Source: an optimization exercise on an open RTL-to-GDS flow (aim: small area, a short achievable clock period and few clock cycles). Production flows keep margins and buffers that such runs may drop. Where RTL was checked, it was by simulation tests only, not by an equivalence proof against the original. Power figures rest on the tool's default switching activity, not on a simulated workload.

Design css_descramble, start of the top module:
module css_descramble (
    input  wire        clk,
    input  wire        rst,          
    input  wire        in_valid,
    output wire        in_ready,
    input  wire [31:0] in_data,
    input  wire [39:0] in_key,       
    input  wire [7:0]  in_cmi,
    output wire        out_valid,
    input  wire        out_ready,
    output wire [31:0] out_data
);
Size: about 740 cells after synthesis, ~110 flip-flops, roughly 120 I/O pins, about 7800 um^2 of cells after synthesis.
clock: 6.0 ns
lec_check: 0
cap_margin: 20
core_margin: 2
core_utilization: 70
cts_buf_list: sky130_fd_sc_hd__clkbuf_4 sky130_fd_sc_hd__clkbuf_8
place_density: 0.85
setup_slack_margin: 3.45
slew_margin: 20
standard.sh (not shown) runs the stock make flow with config.mk's settings and CLKGATE_MAP_FILE= SYNTH_SCRIPT=/design/flow/synth_recipe.tcl, a recipe that flattens the netlist after the stock synthesis.
==> flow/flow/run.sh <==
#!/bin/bash
# Layout flow: the standard ORFS flow (standard.sh), with extra ORFS settings passed
# to make:
#  - the port buffers that buffer_ports puts on every input and output are
#    sky130_fd_sc_hd__buf_1 instead of the cell it picks by default (clkdlybuf4s50_1);
#  - if flow/abc.script exists, Yosys's ABC technology mapping uses it in place of ORFS's
#    abc_speed.script: ORFS's scripts folder is copied here (scripts_local/) with only that
#    file replaced. Synthesis is otherwise ORFS's and the standard flow's own (synth_recipe.tcl);
#    ABC maps only combinational logic, so the registers are the standard synthesis's;
#  - any further make settings listed one per line in flow/extra.txt.
# make's full output goes to flow_make.log here; each ORFS step keeps its own log under
# orfs/logs/.
set -euo pipefail
EXTRA=(
  "BUFFER_PORTS_ARGS=-buffer_cell sky130_fd_sc_hd__buf_1"
)
if [[ -f flow/abc.script ]]; then
  rm -rf scripts_local
  cp -r "$FLOW_HOME/scripts" scripts_local
  cp flow/abc.script scripts_local/abc_speed.script
  EXTRA+=("SCRIPTS_DIR=$PWD/scripts_local")
fi
if [[ -f flow/extra.txt ]]; then
  while IFS= read -r line; do
    [[ -n "$line" ]] && EXTRA+=("$line")
  done < flow/extra.txt
fi
bash standard.sh "${EXTRA[@]}" finish > flow_make.log 2>&1
Testbench counts at the start, summed over its fixed seeds: cycles 32,776.
==> next run, changes <==
==> flow/flow/run.sh (replaced) <==
#!/bin/bash
# Layout flow: the standard ORFS flow (standard.sh: the standard flow's own synthesis and every
# later step unchanged), with one extra ORFS setting passed to make: the buffers that
# buffer_ports puts on every input and output port are sky130_fd_sc_hd__buf_1 instead of
# the cell it picks by default (clkdlybuf4s50_1, a slow delay cell more than twice the
# area). Every port still gets its own buffer, and the resizer may still resize them.
# make's full output goes to flow_make.log here; each ORFS step keeps its own log under
# orfs/logs/.
set -euo pipefail
bash standard.sh "BUFFER_PORTS_ARGS=-buffer_cell sky130_fd_sc_hd__buf_1" finish > flow_make.log 2>&1
- SETUP_SLACK_MARGIN: 3.45 -> 3.4
What happened:
- The new run completed without violations
- count of clock-buffer cells in the layout does not change
- routed wire length barely changes
- worst setup slack hardly moves
- final area goes down slightly
- core utilization goes down by 0.25 points
- register-to-register slack got worse by 50 ps
- critical path depth does not change
- sequential share of layout area goes up by 0.12 points
- synthesized area does not change


css_descramble, a different RTL version from the one above (not shown whole).
For scale: ~130 flip-flops, ~8100 um^2 of cells after synthesis.
clock: 6.0 ns
lec_check: 0
cap_margin: 20
core_margin: 2
core_utilization: 80
cts_buf_list: sky130_fd_sc_hd__clkbuf_4
place_density: 0.9
setup_slack_margin: 3.4
slew_margin: 20
==> flow/flow/run.sh <==
#!/bin/bash
# Layout flow: the standard ORFS flow (standard.sh), with extra ORFS settings passed
# to make:
#  - the port buffers that buffer_ports puts on every input and output are
#    sky130_fd_sc_hd__buf_1 instead of the cell it picks by default (clkdlybuf4s50_1);
#  - if flow/abc.script exists, Yosys's ABC technology mapping uses it in place of ORFS's
#    abc_speed.script: ORFS's scripts folder is copied here (scripts_local/) with only that
#    file replaced. Synthesis is otherwise ORFS's and the standard flow's own (synth_recipe.tcl);
#    ABC maps only combinational logic, so the registers are the standard synthesis's;
#  - any further make settings listed one per line in flow/extra.txt.
# make's full output goes to flow_make.log here; each ORFS step keeps its own log under
# orfs/logs/.
set -euo pipefail
EXTRA=(
  "BUFFER_PORTS_ARGS=-buffer_cell sky130_fd_sc_hd__buf_1"
)
if [[ -f flow/abc.script ]]; then
  rm -rf scripts_local
  cp -r "$FLOW_HOME/scripts" scripts_local
  cp flow/abc.script scripts_local/abc_speed.script
  EXTRA+=("SCRIPTS_DIR=$PWD/scripts_local")
fi
if [[ -f flow/extra.txt ]]; then
  while IFS= read -r line; do
    [[ -n "$line" ]] && EXTRA+=("$line")
  done < flow/extra.txt
fi
bash standard.sh "${EXTRA[@]}" finish > flow_make.log 2>&1
==> flow/flow/abc.script <==
strash
&get -n
&fraig -x
&put
dc2
strash
&get -n
&dch -f
&nf
&put
The starting point never finished: it broke off in 5_1_grt (GRT-0232).
==> next run, changes <==
- CORE_UTILIZATION: 80 -> 70
- PLACE_DENSITY: 0.9 -> 0.85
removed: flow/flow/abc.script
The changed run produced a clean layout.
Synthesized area rose by about 6.4%.
Synthesized cell count rises by about 14%.
==> next run, changes <==
- CORE_UTILIZATION: 70 -> 55
- CTS_BUF_LIST: sky130_fd_sc_hd__clkbuf_4 -> sky130_fd_sc_hd__clkbuf_8
- PLACE_DENSITY: 0.85 -> 0.7
After rerunning:
- The new run passed the timing, DRC and antenna checks
- global-route usage came out lower by 6.0 points
- wire length came out higher by about 3.2%
- first-iteration DRC count came out lower by about 10%
- clock-buffer cell count came out lower by 6
- total power came out higher by 8.5%
- fmax barely changes
- final area came out higher by 2.0%
- cell count came out higher by 3.3%
- worst setup slack barely changes
- clock skew came out lower by 0.0064 ns
No functional check of the RTL was part of any run of this note.


Setup of main:
RTL: one of the versions met above, not the one the previous note started from.
For scale: roughly 740 cells after synthesis, about 110 flip-flops.
==> flow/design.v (excerpt) <==
module css_descramble (
    input  wire        clk,
    input  wire        rst,          
    input  wire        in_valid,
    output wire        in_ready,
    input  wire [31:0] in_data,
    input  wire [39:0] in_key,       
    input  wire [7:0]  in_cmi,
    output wire        out_valid,
    input  wire        out_ready,
    output wire [31:0] out_data
);
clock: 6.0 ns
lec_check: 0
cap_margin: 20
core_margin: 2
core_utilization: 70
cts_buf_list: sky130_fd_sc_hd__clkbuf_4 sky130_fd_sc_hd__clkbuf_8
place_density: 0.9
setup_slack_margin: 3.4
slew_margin: 20
Scripts as last shown in full above: flow/flow/run.sh
Testbench counts of main, summed over its fixed seeds: cycles 32,776.
diff inputs: main => the feature branch
# main
export LEC_CHECK = 0
export CAP_MARGIN = 20
export CORE_MARGIN = 2
export CORE_UTILIZATION = 70
export CTS_BUF_LIST = sky130_fd_sc_hd__clkbuf_4 sky130_fd_sc_hd__clkbuf_8
export PLACE_DENSITY = 0.9
export SETUP_SLACK_MARGIN = 3.4
export SLEW_MARGIN = 20
create_clock -name core_clock -period 6.0 [get_ports {clk}]
# the feature branch
export LEC_CHECK = 0
export CAP_MARGIN = 20
export CORE_MARGIN = 2
export CORE_UTILIZATION = 70
export CTS_BUF_LIST = sky130_fd_sc_hd__clkbuf_4 sky130_fd_sc_hd__clkbuf_8
export PLACE_DENSITY = 0.85
export SETUP_SLACK_MARGIN = 3.4
export SLEW_MARGIN = 20
create_clock -name core_clock -period 6.0 [get_ports {clk}]
Notes after the runs:
- Against main, wire length of the first global-routing pass in the feature branch fell by a few percent.
- Of main and the feature branch, the higher sequential share of power belongs to the feature branch.
- From the feature branch to main, fraction of final layout cells sized beyond drive strength 1 did not move at all.
- The run with more routed wire is main, not the feature branch.
- Lower synthesis-to-finish area growth among main and the feature branch: the feature branch
- Comparing main with the feature branch, the fmax came out essentially unchanged.
- Sort main and the feature branch by number of violations reported at the end of detailed-routing iteration 0, ascending, and the feature branch comes first.
- Between the feature branch and main, it is the feature branch whose final standard cell utilization of the core is lower, by 0.42 points.
- Re H-tree level count: no difference whatsoever between main and the feature branch.
- Diff main -> the feature branch | number of antenna violations at the first check in global routing | increase of 1
- The feature branch falls short of main in final-layout worst hold slack.

## static timing again, ports no longer ideal
In the flow no input, the clock included, has a driving cell. The finished layouts below were timed again as built, in two steps.
Step 1, drivers: a clkbuf_16 drives clk and a buf_2 each remaining input, both assumed.
Step 2, shift: input delay + t, output delay - t, t = (earliest + latest rising clock arrival at the registers) / 2. This alone moves slack from input paths to output paths.
Three values: ideal, step 1, step 2; two values: the first two.
| run | t (ns) | setup WS [ns] | hold slack, ns | worst data-port slew with drivers (ns) |
|---|---|---|---|---|
| the first run of note 1 | 0.431 | 3.395 / 3.360 / 3.098 | 0.484 / 0.484 / 0.484 | 0.04 |
| the second run of note 1 | 0.424 | 3.393 / 3.362 / 3.043 | 0.485 / 0.485 / 0.485 | 0.04 |
| the second run of note 2 | 0.589 | 3.396 / 3.364 / 2.910 | 0.486 / 0.486 / 0.486 | 0.04 |
| the third run of note 2 | 0.492 | 3.394 / 3.349 / 2.954 | 0.501 / 0.501 / 0.501 | 0.06 |
| main | 0.419 | 3.393 / 3.358 / 3.071 | 0.493 / 0.493 / 0.493 | 0.04 |
| the feature branch | 0.424 | 3.393 / 3.362 / 3.043 | 0.485 / 0.485 / 0.485 | 0.04 |
After both steps every run listed still meets setup and hold. The setup slack of the second run of note 2, which loses most, moves by -0.032 ns with the drivers and by -0.486 ns with both steps.
